This is an optimization exercise on Yosys and OpenROAD, whose aim is small area, a short achievable clock period and few clock cycles per item, not a production implementation.
The RTL was checked by simulation tests, not by an equivalence proof against the original design.
The clock port is modelled as an ideal driver; clocking choices that lean on that would not hold on a real chip.

==> flow/design.v, too long to show whole: its modules and the start of the top module <==
// module csg_gen: 2157 lines
// module csg_bd: 13 lines
// module csg_x2: 7 lines
// module csg_mj: 8 lines
// module csg_fa: 9 lines
// module csg_ha: 8 lines
module csg_gen (
    input  wire         clk,
    input  wire         rst_n,
    input  wire         start,
    input  wire         op_seed,
    input  wire [127:0] seed_x,
    input  wire [129:0] seed_u,
    output wire         done,
    output wire [127:0] x_out
);
  // ...
==> flow/flow/run.sh <==
#!/bin/bash
# Standard ORFS layout (the standard.sh), with two changes in how the layout is made:
#  - ports are buffered with buf_2 cells instead of the default delay-cell buffers;
#  - timing repair (after CTS and after global routing) aims at a setup margin below the
#    clock period, without the footprint restriction, so it sizes the critical paths.
# The clock, the SDC and everything else are the standard flow's.
set -euo pipefail
here=$(pwd)
export BUFFER_PORTS_ARGS="-buffer_cell sky130_fd_sc_hd__buf_2"
export PRE_CTS_TCL=$here/flow/repair.tcl
export PRE_GLOBAL_ROUTE_TCL=$here/flow/repair.tcl
bash standard.sh > "$here/standard.log" 2>&1
==> flow/flow/repair.tcl <==
proc repair_timing_helper { args } {
  set fa [get_cells -quiet -filter "ref_name =~ sky130_fd_sc_hd__fa_* || ref_name =~ sky130_fd_sc_hd__ha_*" *]
  set_dont_touch $fa
  log_cmd repair_timing -setup_margin 5.9 -hold_margin 0 -repair_tns 100 {*}$args -verbose
  unset_dont_touch $fa
  repair_design_helper
}
==> flow/standard.sh <==
#!/bin/bash
# synth_recipe.tcl (not shown) runs the flow's synth.tcl, then flattens the netlist and writes it again
# the make line also repeats each setting of config.mk as NAME=value (left out here)
make -C /OpenROAD-flow-scripts/flow DESIGN_CONFIG=/design/flow/config.mk WORK_HOME=/design/flow/orfs CLKGATE_MAP_FILE= SYNTH_SCRIPT=/design/flow/synth_recipe.tcl "${@:-finish}"
==> flow/config.mk <==
export PLATFORM = sky130hd
export DESIGN_NAME = csg_gen
export DESIGN_NICKNAME = csg_gen
export VERILOG_FILES = /design/flow/design.v
export SDC_FILE = /design/flow/constraint.sdc
export NUM_CORES = 4
export LEC_CHECK = 0
export CAP_MARGIN = 40
export CORE_MARGIN = 2
export CORE_UTILIZATION = 60
export SLEW_MARGIN = 40
export SYNTH_HIERARCHICAL = 1
export SYNTH_MINIMUM_KEEP_SIZE = 0
==> flow/constraint.sdc <==
create_clock -name core_clock -period 10.0 [get_ports {clk}]
set_input_delay 2.0000 -clock core_clock [delete_from_list [all_inputs] [get_ports {clk}]]
set_output_delay 2.0000 -clock core_clock [all_outputs]
set_load 0.01 [all_outputs]
==> results.yml, run 1 <==
clocking:
  clk_pin_slew_ns: 0.06
  post_cts_buffers: 58
  numCtsBuffers: 99
timing:
  finClkSkew_ns: 0.0323
  rsz0062_at_grt: "true"
  final-setup-viol-count: 0
  setup_tns_ns: 0
  tightest_slew_ns: 1.12
die:
  tapCellCount: 2160
  start_util: 0.603
  dieArea_mm2: 0.165
  dieHeight_um: 406
routing:
  routedWlPerCell_um: 37.2
  routed_wl_mm: 476
  via_count: 95103
  detailedRoute.firstPassIterationCount: 15
critical_path:
  r2r_cells: 11
  cp_max_fo: 7
  cp_slowest_cell: "a21oi_1"
  critPathBufInv: 0
  cp-endpoint: "x_q[125]"
  cp.required_ns: 10.66
synthesis:
  synth_cells: 10625
  synthMostInstantiatedCell: "xnor2_1"
  netlist_top_cells_count: "xnor2_1, a22oi_1, nand2_1, clkbuf_1, fa_1"
  syn-cell-area_mm2: 0.0968
  synth-xor-area-share: 0.166
place:
  dp_cells: 12273
  port-buffer-count: 390
layout:
  nonClockBufferCount: 868
  layoutNonFillerInstCount: 12788
worst_hold_path:
  holdPathEnd: "u_q[117]"
global_route:
  grt_usage: 0.545
  grtUsageMet3: 0.223
run_status:
  outcome: "timing/DRC/antenna clean"
Testbench counts, summed over its fixed seeds: cycles 25,664, draws 1,600.
==> inputs of run 2 (changes only) <==
--- a/flow/design.v
+++ b/flow/design.v
@@ -12,17 +12,17 @@
     reg [129:0] u_q;
     reg [127:0] lo;         
     reg [130:0] mreg;       
     reg [131:0] acc_s, acc_c;
     reg [15:0]  rs, rc;
     reg         cy;
     reg [16:0]  dq;         
     reg [7:0]   bneg;       
-    reg         st_idle, st_p1, st_res1, st_p2, st_fin, st_sload;
+    reg         st_idle, st_p1, st_res1, st_p2, st_fin, st_sload, st_redo;
     reg [3:0]   cnt;        
     reg         exact;
     reg         initsel;    
     reg         ibias;      
     reg         p1last;
     reg         done_q;
     genvar gi;
     wire [131:0] mce = {mreg[130], mreg};
@@ -1988,17 +1988,17 @@
     wire         redo   = st_fin & ~exact & amb;
     wire acc_seed = st_idle & start & op_seed;
     wire acc_next = st_idle & start & ~op_seed;
     wire fin_ok   = st_fin & ~redo;
     reg       n_idle, n_p1, n_res1, n_p2, n_fin;
     reg [3:0] n_cnt;
     always @(*) begin
         n_idle = (st_idle & ~start) | fin_ok | st_sload;
-        n_p1   = acc_next | (st_p1 & (cnt != 4'd7)) | redo;
+        n_p1   = acc_next | (st_p1 & (cnt != 4'd7)) | st_redo;
         n_res1 = st_p1 & (cnt == 4'd7);
         n_p2   = st_res1 | (st_p2 & (cnt != (exact ? 4'd15 : 4'd8)));
         n_fin  = st_p2 & (cnt == (exact ? 4'd15 : 4'd8));
         if (acc_next | st_p1 | st_p2)
             n_cnt = cnt + 4'd1;
         else if (n_idle)
             n_cnt = 4'd3;
         else
@@ -2051,20 +2051,20 @@
         else if (st_sload)
             dnext = xs[63:47];
         else if (acc_next | st_p1)
             dnext = p1dig;
         else if (st_res1)
             dnext = exact ? {lo[31:16], 1'b0} : {big[15:0], 1'b0};
         else if (st_p2)
             dnext = exact ? {lo[31:16], dq[16]} : {x_q[15:0], dq[16]};
-        else if (redo)
-            dnext = {xs_lo[15:0], 1'b0};
         else if (st_fin)
             dnext = xs_res[63:47];
+        else if (st_redo)
+            dnext = {xs_lo[15:0], 1'b0};
         else
             den = 1'b0;
     end
     wire nflip = ~(rst_n & n_p2);
     wire [7:0] e_neg;
     generate
         for (gi = 0; gi < 8; gi = gi + 1) begin : g_enc
             assign e_neg[gi] = dnext[2*gi+2] ^ nflip;
@@ -2078,20 +2078,20 @@
         if (!rst_n)
             mnext = 131'd0;
         else if (st_sload)
             mnext = m3_of(xs);
         else if (acc_next | st_p1)
             mnext = p1m;
         else if (st_res1)
             mnext = {1'b0, u_q};
-        else if (redo)
-            mnext = m0_of(xs_lo);
         else if (st_fin)
             mnext = m3_of(xs_res);
+        else if (st_redo)
+            mnext = m0_of(xs_lo);
         else
             men = 1'b0;
     end
     always @(posedge clk) begin
         if (den) begin
             dq   <= dnext;
             bneg <= e_neg;
         end
@@ -2108,46 +2108,48 @@
             u_q <= seed_u;
         if (!rst_n) begin
             st_idle <= 1'b1;
             st_p1   <= 1'b0;
             st_res1 <= 1'b0;
             st_p2   <= 1'b0;
             st_fin  <= 1'b0;
             st_sload <= 1'b0;
+            st_redo <= 1'b0;
             cnt     <= 4'd3;
             exact   <= 1'b0;
             initsel <= 1'b1;
             ibias   <= 1'b1;
             p1last  <= 1'b0;
             done_q  <= 1'b0;
             x_q     <= 128'd0;
         end else begin
             st_idle <= n_idle;
             st_p1   <= n_p1;
             st_res1 <= n_res1;
             st_p2   <= n_p2;
             st_fin  <= n_fin;
             st_sload <= acc_seed;
+            st_redo <= redo;
             cnt     <= n_cnt;
-            initsel <= n_idle | st_res1 | redo;
+            initsel <= n_idle | st_res1 | st_redo;
             ibias   <= n_idle;
             p1last  <= n_p1 & (n_cnt == 4'd7);
             done_q  <= st_sload | fin_ok;
             if (redo)
                 exact <= 1'b1;
             else if (st_fin)
                 exact <= 1'b0;
             if (acc_seed)
                 x_q <= seed_x;
-            else if (st_res1 | fin_ok)
+            else if (st_res1 | st_fin)
                 x_q <= res;
             else if (st_p2)
                 x_q <= {lo[15:0], x_q[127:16]};
-            else if (redo)
+            else if (st_redo)
                 x_q <= lo;
             if (st_idle)
                 lo <= x_q;
             else if (exact & (st_p1 | st_res1))
                 lo <= {big[15:0], lo[127:16]};
             else if (exact & st_p2)
                 lo <= {x_q[15:0], lo[127:16]};
         end
==> flow/flow/repair.tcl (replaced) <==
proc repair_timing_helper { args } {
  set fa [get_cells -quiet -filter "ref_name =~ sky130_fd_sc_hd__fa_* || ref_name =~ sky130_fd_sc_hd__ha_*" *]
  set_dont_touch $fa
  log_cmd repair_timing -setup_margin 5.75 -hold_margin 0 -repair_tns 100 {*}$args -verbose
  unset_dont_touch $fa
  repair_design_helper
}
==> run 2 against run 1 <==
Setup slack got worse by 0.098 ns. First-iteration DRC count decreased by 4.5%. Maximum frequency decreased by 2.2%.
==> results.yml, run 2 <==
run_status:
  outcome: "timing/DRC/antenna clean"
place:
  hpwlAfterDp_mm: 333
  port-buffer-count: 390
  dp_cells: 12106
  gp_congestion: 1.09
global_route:
  antenna_found_initial: 36
  grt_pass1_wl_mm: 630
  grt_pass1_vias: 87176
  grt_max_degree: 153
  overflow: 0
  grt_usage: 0.534
critical_path:
  endpoint_kind: "register"
  cp_max_fo: 62
  cp.required_ns: 10.72
  timing_worst_setup_path_type: "reg -> reg"
  worstPathArrival_ns: 5.09
  cp-start-kind: "register"
synthesis:
  synth-edff-count: 284
  synth_ff_type: "dfxtp_1"
  ys_async_sr_fraction: 0
  syn-cell-area_mm2: 0.0957
  synth.avg_cell_area_um2: 9.13
  synth_cells: 10484
  yosysUniqueCellTypes: 101
  yosys_register_bits: 850
  synthMostInstantiatedCell: "xnor2_1"
  yosysSeqAreaShare: 0.207
  netlist_top_cells_count: "xnor2_1, a22oi_1, nand2_1, clkbuf_1, fa_1"
  yosysTopAreaCell: "fa_1"
  synthDominantCellAreaShare: 0.161
  yosys-top-cells-area: "fa_1, dfxtp_1, xnor2_1"
  yosysWarnings: 7
layout:
  fin_nets: 11539
  final_cell_mix: "xnor2_1, a22oi_1, nand2_1"
  syn2layout_area_growth_pct: 9.34
  nFillCells: 12922
  drive_above_1_share: 0.157
  final_util: 0.661
  layoutNonFillerInstCount: 12401
  largest-register: "mreg"
  mostFrequentLayoutCell: "xnor2_1"
  largest_reg_flops: 131
routing:
  drt.antenna.violating_nets: 0
  vias_per_cell: 7.40
  drt_iter0_markers: 15691
  via_count: 91722
  routedWlPerCell_um: 36.3
  detailedRoute.firstPassIterationCount: 11
  routed_wl_mm: 450
  drc: 0
worst_hold_path:
  hold_path.class: "reg -> reg"
timing:
  timing.final.crit_share: 0.437
  setup_tns_ns: 0
  final-hold-violation-count: 0
  final-setup-viol-count: 0
  finClkSkew_ns: 0.0550
  relSlewSlack: 0.332
  max_clock_freq_ghz: 0.229
  slew_violations: 0
  rsz0062_at_grt: "true"
  tightest_slew_ns: 1.00
  period_minus_slack_ns: 4.37
  whs_ns: 0.453
clocking:
  clock_latency_ns: 0.78
  clk_pin_slew_ns: 0.07
  cts_tree: "done"
  hold_buffers: 0
  numCtsBuffers: 104
  clock-sinks: 850
die:
  io_pins: 391
  dieArea_mm2: 0.163
  die_w_um: 403
  start_util: 0.604
  rows: 146
  dieHeight_um: 403
  coreArea_mm2: 0.158
job:
  maxCapViolCount: 0
[run 2: final timing paths]
| kind | from | end | slack [ns] | cells after the start |
|---|---|---|---|---|
| setup / recovery | st_fin | x_q[81] | 5.63 | 8 |
| hold / removal | u_q[92] | u_q[92] | 0.45 | 2 |
| setup reg to reg | st_fin | x_q[81] | 5.63 | 8 |
| hold reg to reg | u_q[92] | u_q[92] | 0.45 | 2 |
[run 2: routing by layer]
metal  GRT usage  wire, um  up-vias
met5     0.00535       495        -
li1            -         -    36626
met3       0.199     68600     2147
met4       0.423     45700       30
met1       0.654    154000    44703
met2       0.752    181000     8216
[run 2: what timing repair did]
item,4_1_cts,5_1_grt
gates resized for setup,130,151
pin swaps,9,18
buffers inserted,27,38
endpoints found under the setup margin,439,336
gates cloned,0,1
[run 2: layout make-up]
type                       count  area (um2)  area share
multi-input combinational   8384       72800       0.696
timing repair buffer         698        4980      0.0476
tap                         2072        2590      0.0248
sequential                   850       19900       0.190
inverter                     183         694     0.00663
clock inverter                50         507     0.00484
clock buffer                 145        3140      0.0300
antenna                       19        47.5    0.000454
[run 2: worst max-delay path, cell delays in order, from the launching register on]
cell	delay, ns
dfxtp_4	0.69
buf_4	0.67
or2_4	0.65
or4_4	0.48
buf_8	0.49
o221ai_1	0.52
a21oi_1	0.45
nand2_1	0.08
a21oi_1	0.11
[run 2: stage by stage]
step	worst slack, ns	cell area (um2)
after detailed placement	4.72	98500
after floorplan	0.373	95700
after global routing	5.59	105000
after CTS	5.65	103000
final	5.63	105000
after global placement	4.72	97700
[run 2: per-module statistics from Yosys, one instance, submodules excluded]
module / cells / cell area (um2) / times used
csg_gen: 8302 / 67300 / 1
csg_bd: 5 / 38.8 / 88
csg_ha: 1 / 12.5 / 135
csg_fa: 1 / 20.0 / 758
csg_x2: 1 / 8.76 / 566
csg_mj: 1 / 11.3 / 283
[run 2: cell families after synthesis]
| kind of cell | after synthesis | synth area share |
|---|---|---|
| compound gates | 3110 | 0.221 |
| xor+xnor | 1846 | 0.169 |
| fa+ha+maj | 1339 | 0.232 |
| buf+inv | 1252 | 0.0530 |
| flops | 850 | 0.207 |
| mux | 267 | 0.0295 |
| other cells | 1 | 0.0000392 |
| simple gates | 1819 | 0.0880 |
Testbench counts of run 2, summed over its fixed seeds: cycles 25,664, draws 1,600.

[port drivers added, routing unchanged]
Ports are ideal in the flow. The routed layouts listed here were re-timed in OpenROAD. Step 1 sets driving cells, clkbuf_16 on the clock port and buf_2 on the other inputs (assumed; they add their load-dependent delay and slew). Step 2, shift: input delay + t, output delay - t, t = (earliest + latest rising clock arrival at the registers) / 2. This alone moves slack from input paths to output paths. Three values: no drivers, after step 1, after step 2; two values: the first two.
run	t (ns)	setup WS [ns]	worst register clock-pin slew, ns
run 1	0.863	5.727 / 5.727 / 4.982	0.07 / 0.07
run 2	0.849	5.629 / 5.629 / 4.785	0.07 / 0.07
After both steps every run listed still meets setup and hold. For run 2, which loses most, drivers alone change the setup slack by 0.000 ns; drivers and shift together by -0.844 ns.
